Source: an optimization exercise on an open RTL-to-GDS flow (aim: small area, a short achievable clock period and few clock cycles per item). Production flows keep margins and buffers that such runs may drop.

## sierra
==> module smlb_compositor, before the edit <==
module smlb_compositor #(
    parameter H = 64                       
) (
    input  wire        clk,
    input  wire        rst,                
    input  wire        in_valid,
    output wire        in_ready,
    input  wire [47:0] in_src,
    input  wire [47:0] in_row,
    input  wire        in_last,
    input  wire [15:0] in_hwy,
    input  wire [2:0]  in_shift,
    input  wire [7:0]  in_bright,
    input  wire        in_ck_en,
    input  wire [47:0] in_ck_key,
    input  wire [15:0] in_ck_first,
    input  wire [15:0] in_ck_last,
    output reg         out_valid,
    input  wire        out_ready,
    output reg  [47:0] out_row,
    output reg         out_last,
    output reg  [1:0]  out_status
);
    localparam [1:0] ST_OK = 2'd0, ST_SATURATED = 2'd1, ST_RANGE = 2'd2;
    reg  k_valid;
    reg  in_ready_q;
    wire adv = !k_valid;
    assign in_ready = in_ready_q;
    wire       in_range = (in_shift > 3'd4) || (in_hwy >= H);
    wire [5:0] hwy_lo   = in_hwy[5:0];
    wire       below    = (in_ck_first[15:6] != 10'd0) || (hwy_lo < in_ck_first[5:0]);
    wire       above    = (in_ck_last[15:6] == 10'd0) && (hwy_lo > in_ck_last[5:0]);
    wire       in_keyed = in_src == in_ck_key;
    wire       in_skip  = in_range || (in_bright == 8'd0) ||
                          (in_ck_en && (below || above || in_keyed));
    function [16:0] correct_raw;           
        input [15:0] v;
        input [2:0]  s;
        reg   [15:0] t;
        reg          c;
        begin
            if (s[2]) begin
                t = {v[11:0], 4'd0};
                c = v[15:12] != 4'd0;
            end else begin
                case (s[1:0])
                    2'd0: begin t = v;                c = 1'b0;              end
                    2'd1: begin t = {v[14:0], 1'd0};  c = v[15];             end
                    2'd2: begin t = {v[13:0], 2'd0};  c = v[15:14] != 2'd0;  end
                    default: begin t = {v[12:0], 3'd0}; c = v[15:13] != 3'd0; end
                endcase
            end
            correct_raw = {c, t};
        end
    endfunction
    wire [16:0] in_cr = correct_raw(in_src[47:32], in_shift);
    wire [16:0] in_cg = correct_raw(in_src[31:16], in_shift);
    wire [16:0] in_cb = correct_raw(in_src[15:0],  in_shift);
    reg        s1_valid;
    reg [47:0] s1_u, s1_row;               
    reg [2:0]  s1_clamp;                   
    reg [7:0]  s1_bright;
    reg        s1_skip, s1_range, s1_last;
    always @(posedge clk) begin
        if (rst)
            s1_valid <= 1'b0;
        else if (adv)
            s1_valid <= in_valid;
    end
    always @(posedge clk) begin
        if (adv) begin
            s1_u      <= {in_cr[15:0], in_cg[15:0], in_cb[15:0]};
            s1_clamp  <= {in_cr[16], in_cg[16], in_cb[16]};
            s1_row    <= in_row;
            s1_bright <= in_bright;
            s1_skip   <= in_skip;
            s1_range  <= in_range;
            s1_last   <= in_last;
        end
    end
    wire [7:0]  br_eff = s1_skip ? 8'd0 : s1_bright;
    wire [47:0] s1_t = s1_u | {{16{s1_clamp[2]}}, {16{s1_clamp[1]}}, {16{s1_clamp[0]}}};
    wire [23:0] nr, ng, nb;
    smlb_numer u_nr (.o(s1_row[47:32]), .t(s1_t[47:32]), .br(br_eff), .n(nr));
    smlb_numer u_ng (.o(s1_row[31:16]), .t(s1_t[31:16]), .br(br_eff), .n(ng));
    smlb_numer u_nb (.o(s1_row[15:0]),  .t(s1_t[15:0]),  .br(br_eff), .n(nb));
    wire pix_sat = !s1_skip && (s1_clamp != 3'd0);
    reg row_sat;
    wire [1:0] status = s1_range             ? ST_RANGE :
                        (row_sat || pix_sat) ? ST_SATURATED : ST_OK;
    reg        s2_valid;
    reg [23:0] s2_nr, s2_ng, s2_nb;
    reg [1:0]  s2_status;
    reg        s2_last;
    always @(posedge clk) begin
        if (rst) begin
            s2_valid <= 1'b0;
            row_sat  <= 1'b0;
        end else if (adv) begin
            s2_valid <= s1_valid;
            if (s1_valid)
                row_sat <= s1_last ? 1'b0 : (row_sat || pix_sat);
        end
    end
    always @(posedge clk) begin
        if (adv) begin
            s2_nr     <= nr;
            s2_ng     <= ng;
            s2_nb     <= nb;
            s2_status <= s1_last ? status : ST_OK;
            s2_last   <= s1_last;
        end
    end
    wire [15:0] qr, qg, qb;
    smlb_div255 u_qr (.n(s2_nr), .q(qr));
    smlb_div255 u_qg (.n(s2_ng), .q(qg));
    smlb_div255 u_qb (.n(s2_nb), .q(qb));
    wire [50:0] res = {qr, qg, qb, s2_last, s2_status};
    reg  [50:0] k_data;
    wire        o_free = !out_valid || out_ready;
    always @(posedge clk) begin
        if (rst) begin
            out_valid <= 1'b0;
            k_valid   <= 1'b0;
        end else if (o_free) begin
            out_valid <= k_valid || s2_valid;
            k_valid   <= 1'b0;
        end else if (!k_valid) begin
            k_valid   <= s2_valid;
        end
    end
    always @(posedge clk) begin
        if (rst)
            in_ready_q <= 1'b1;
        else
            in_ready_q <= o_free || (!k_valid && !s2_valid);
    end
    always @(posedge clk) begin
        if (!k_valid)
            k_data <= res;
        if (o_free)
            {out_row, out_last, out_status} <= k_valid ? k_data : res;
    end
endmodule
==> module smlb_div255, before the edit <==
module smlb_div255 (
    input  wire [23:0] n,
    output wire [15:0] q
);
    wire [7:0] hh = n[23:16], m = n[15:8], l = n[7:0];
    wire [9:0] s3 = {2'd0, hh} + {2'd0, m} + {2'd0, l};
    wire c1 = s3 >= 10'd255;
    wire c2 = s3 >= 10'd510;
    wire [15:0] y = n[23:8] + {8'd0, hh};
    wire [15:0] y1 = y + 16'd1;
    wire [15:0] y2 = y + 16'd2;
    assign q = c2 ? y2 : c1 ? y1 : y;
endmodule
Settings: LEC_CHECK=0, CAP_MARGIN=20, CORE_MARGIN=2, CORE_UTILIZATION=55, CTS_BUF_LIST=sky130_fd_sc_hd__clkbuf_8, CTS_CLUSTER_DIAMETER=50, CTS_CLUSTER_SIZE=15, PLACE_DENSITY=0.7, SLEW_MARGIN=20; clock period 24.0 ns.
standard.sh (not shown) runs the stock make flow with config.mk's settings and CLKGATE_MAP_FILE= SYNTH_SCRIPT=/design/flow/synth_recipe.tcl, a recipe that flattens the netlist after the stock synthesis.
==> flow/flow/run.sh <==
#!/bin/bash
# The standard layout, with two changes: the ports get buf_1 buffers instead
# of the delay buffers buffer_ports picks by default, and the timing repair
# is asked to leave a setup margin, so that it works on the paths that set
# the achieved period. Each tool's log is in orfs/logs; make's output is in
# standard.log.
set -e
bash standard.sh SETUP_SLACK_MARGIN=18.0 "BUFFER_PORTS_ARGS=-buffer_cell sky130_fd_sc_hd__buf_1" finish > standard.log 2>&1
The inputs of lagoon differ from those of sierra as listed below.
==> flow/design.v, changed modules only <==
module smlb_compositor #(
    parameter H = 64                       
) (
    input  wire        clk,
    input  wire        rst,                
    input  wire        in_valid,
    output wire        in_ready,
    input  wire [47:0] in_src,
    input  wire [47:0] in_row,
    input  wire        in_last,
    input  wire [15:0] in_hwy,
    input  wire [2:0]  in_shift,
    input  wire [7:0]  in_bright,
    input  wire        in_ck_en,
    input  wire [47:0] in_ck_key,
    input  wire [15:0] in_ck_first,
    input  wire [15:0] in_ck_last,
    output reg         out_valid,
    input  wire        out_ready,
    output reg  [47:0] out_row,
    output reg         out_last,
    output reg  [1:0]  out_status
);
    localparam [1:0] ST_OK = 2'd0, ST_SATURATED = 2'd1, ST_RANGE = 2'd2;
    reg  k_valid;
    reg  in_ready_q;
    wire adv = !k_valid;
    assign in_ready = in_ready_q;
    wire       in_range = (in_shift > 3'd4) || (in_hwy >= H);
    wire [5:0] hwy_lo   = in_hwy[5:0];
    wire       below    = (in_ck_first[15:6] != 10'd0) || (hwy_lo < in_ck_first[5:0]);
    wire       above    = (in_ck_last[15:6] == 10'd0) && (hwy_lo > in_ck_last[5:0]);
    wire       in_keyed = in_src == in_ck_key;
    wire       in_skip  = in_range || (in_bright == 8'd0) ||
                          (in_ck_en && (below || above || in_keyed));
    function [16:0] correct_raw;           
        input [15:0] v;
        input [2:0]  s;
        reg   [15:0] t;
        reg          c;
        begin
            if (s[2]) begin
                t = {v[11:0], 4'd0};
                c = v[15:12] != 4'd0;
            end else begin
                case (s[1:0])
                    2'd0: begin t = v;                c = 1'b0;              end
                    2'd1: begin t = {v[14:0], 1'd0};  c = v[15];             end
                    2'd2: begin t = {v[13:0], 2'd0};  c = v[15:14] != 2'd0;  end
                    default: begin t = {v[12:0], 3'd0}; c = v[15:13] != 3'd0; end
                endcase
            end
            correct_raw = c ? 17'h1FFFF : {1'b0, t};
        end
    endfunction
    wire [16:0] in_cr = correct_raw(in_src[47:32], in_shift);
    wire [16:0] in_cg = correct_raw(in_src[31:16], in_shift);
    wire [16:0] in_cb = correct_raw(in_src[15:0],  in_shift);
    reg        s1_valid;
    reg [47:0] s1_t, s1_row;
    reg [7:0]  s1_bright;
    reg        s1_skip, s1_clamp, s1_range, s1_last;
    always @(posedge clk) begin
        if (rst)
            s1_valid <= 1'b0;
        else if (adv)
            s1_valid <= in_valid;
    end
    always @(posedge clk) begin
        if (adv) begin
            s1_t      <= {in_cr[15:0], in_cg[15:0], in_cb[15:0]};
            s1_row    <= in_row;
            s1_bright <= in_bright;
            s1_skip   <= in_skip;
            s1_clamp  <= in_cr[16] || in_cg[16] || in_cb[16];
            s1_range  <= in_range;
            s1_last   <= in_last;
        end
    end
    wire [7:0]  br_eff = s1_skip ? 8'd0 : s1_bright;
    wire [23:0] nr, ng, nb;
    smlb_numer u_nr (.o(s1_row[47:32]), .t(s1_t[47:32]), .br(br_eff), .n(nr));
    smlb_numer u_ng (.o(s1_row[31:16]), .t(s1_t[31:16]), .br(br_eff), .n(ng));
    smlb_numer u_nb (.o(s1_row[15:0]),  .t(s1_t[15:0]),  .br(br_eff), .n(nb));
    function [17:0] div_part;              
        input [23:0] n;
        reg   [9:0]  s3;
        begin
            s3 = {2'd0, n[23:16]} + {2'd0, n[15:8]} + {2'd0, n[7:0]};
            div_part = {s3 >= 10'd510, s3 >= 10'd255 && s3 < 10'd510, n[23:8]};
        end
    endfunction
    wire [17:0] dr = div_part(nr);
    wire [17:0] dg = div_part(ng);
    wire [17:0] db = div_part(nb);
    wire pix_sat = !s1_skip && s1_clamp;
    reg row_sat;
    wire [1:0] status = s1_range             ? ST_RANGE :
                        (row_sat || pix_sat) ? ST_SATURATED : ST_OK;
    reg        s2_valid;
    reg [17:0] s2_dr, s2_dg, s2_db;        
    reg [1:0]  s2_status;
    reg        s2_last;
    always @(posedge clk) begin
        if (rst) begin
            s2_valid <= 1'b0;
            row_sat  <= 1'b0;
        end else if (adv) begin
            s2_valid <= s1_valid;
            if (s1_valid)
                row_sat <= s1_last ? 1'b0 : (row_sat || pix_sat);
        end
    end
    always @(posedge clk) begin
        if (adv) begin
            s2_dr     <= dr;
            s2_dg     <= dg;
            s2_db     <= db;
            s2_status <= s1_last ? status : ST_OK;
            s2_last   <= s1_last;
        end
    end
    wire [15:0] qr, qg, qb;
    smlb_div255_end u_qr (.hc(s2_dr), .q(qr));
    smlb_div255_end u_qg (.hc(s2_dg), .q(qg));
    smlb_div255_end u_qb (.hc(s2_db), .q(qb));
    wire [50:0] res = {qr, qg, qb, s2_last, s2_status};
    reg  [50:0] k_data;
    wire        o_free = !out_valid || out_ready;
    always @(posedge clk) begin
        if (rst) begin
            out_valid <= 1'b0;
            k_valid   <= 1'b0;
        end else if (o_free) begin
            out_valid <= k_valid || s2_valid;
            k_valid   <= 1'b0;
        end else if (!k_valid) begin
            k_valid   <= s2_valid;
        end
    end
    always @(posedge clk) begin
        if (rst)
            in_ready_q <= 1'b1;
        else
            in_ready_q <= o_free || (!k_valid && !s2_valid);
    end
    always @(posedge clk) begin
        if (!k_valid)
            k_data <= res;
        if (o_free)
            {out_row, out_last, out_status} <= k_valid ? k_data : res;
    end
endmodule
module smlb_div255_end (
    input  wire [17:0] hc,
    output wire [15:0] q
);
    wire [7:0] h1 = hc[15:8], h0 = hc[7:0];
    wire [8:0] lo = {1'b0, h0} + {1'b0, h1} + {7'd0, hc[17:16]};
    assign q = {lo[8] ? h1 + 8'd1 : h1, lo[7:0]};
endmodule
// module smlb_div255 removed
--- outcome ---
- lagoon went all the way through the flow, and no timing, DRC or antenna check failed.
- The run showing the greater placed wire-length estimate is sierra.
- Overall routed net length for lagoon is lower than for sierra.
- Per the comparison of lagoon with sierra, final non-filler cell area roughly the same; global-route usage higher; net count of the finished layout lower; core utilization higher; proportion of cell area occupied by multi-input gates lower.
- sierra -> lagoon: core footprint decreased by a few percent
- Cmp lagoon vs sierra: count of clock-buffer cells in the layout lower in lagoon
- From sierra to lagoon the numbers moved as follows: count of flip-flops and latches decreased 20.
No functional check of the RTL was part of any run of this note.

re-timing with driven ports:
The flow's constraints put no driver on any port. The routed layouts listed below were extracted and timed again, unchanged, in two steps.
Step 1 assumes that a clkbuf_16 drives the clock port and a buf_2 every other input.
Step 2 times the ports against the registers' clock, not the clock port: input delays grow and output delays shrink by t, the midpoint of the rising clock arrivals with the driver on.
Three values: ideal, step 1, step 2; two values: the first two.
| run | t (ns) | slack for setup (ns) | hold slack, ns | worst slew at a driven data input, ns |
|---|---|---|---|---|
| sierra | 0.654 | 17.933 / 17.965 / 17.311 | 0.463 / 0.463 / 0.463 | 0.11 |
| lagoon | 0.644 | 16.358 / 16.358 / 16.358 | 0.474 / 0.474 / 0.474 | 0.09 |
After both steps setup and hold are still met in every run listed. The setup slack of sierra, which loses most, moves by +0.032 ns with the drivers and by -0.622 ns with both steps.
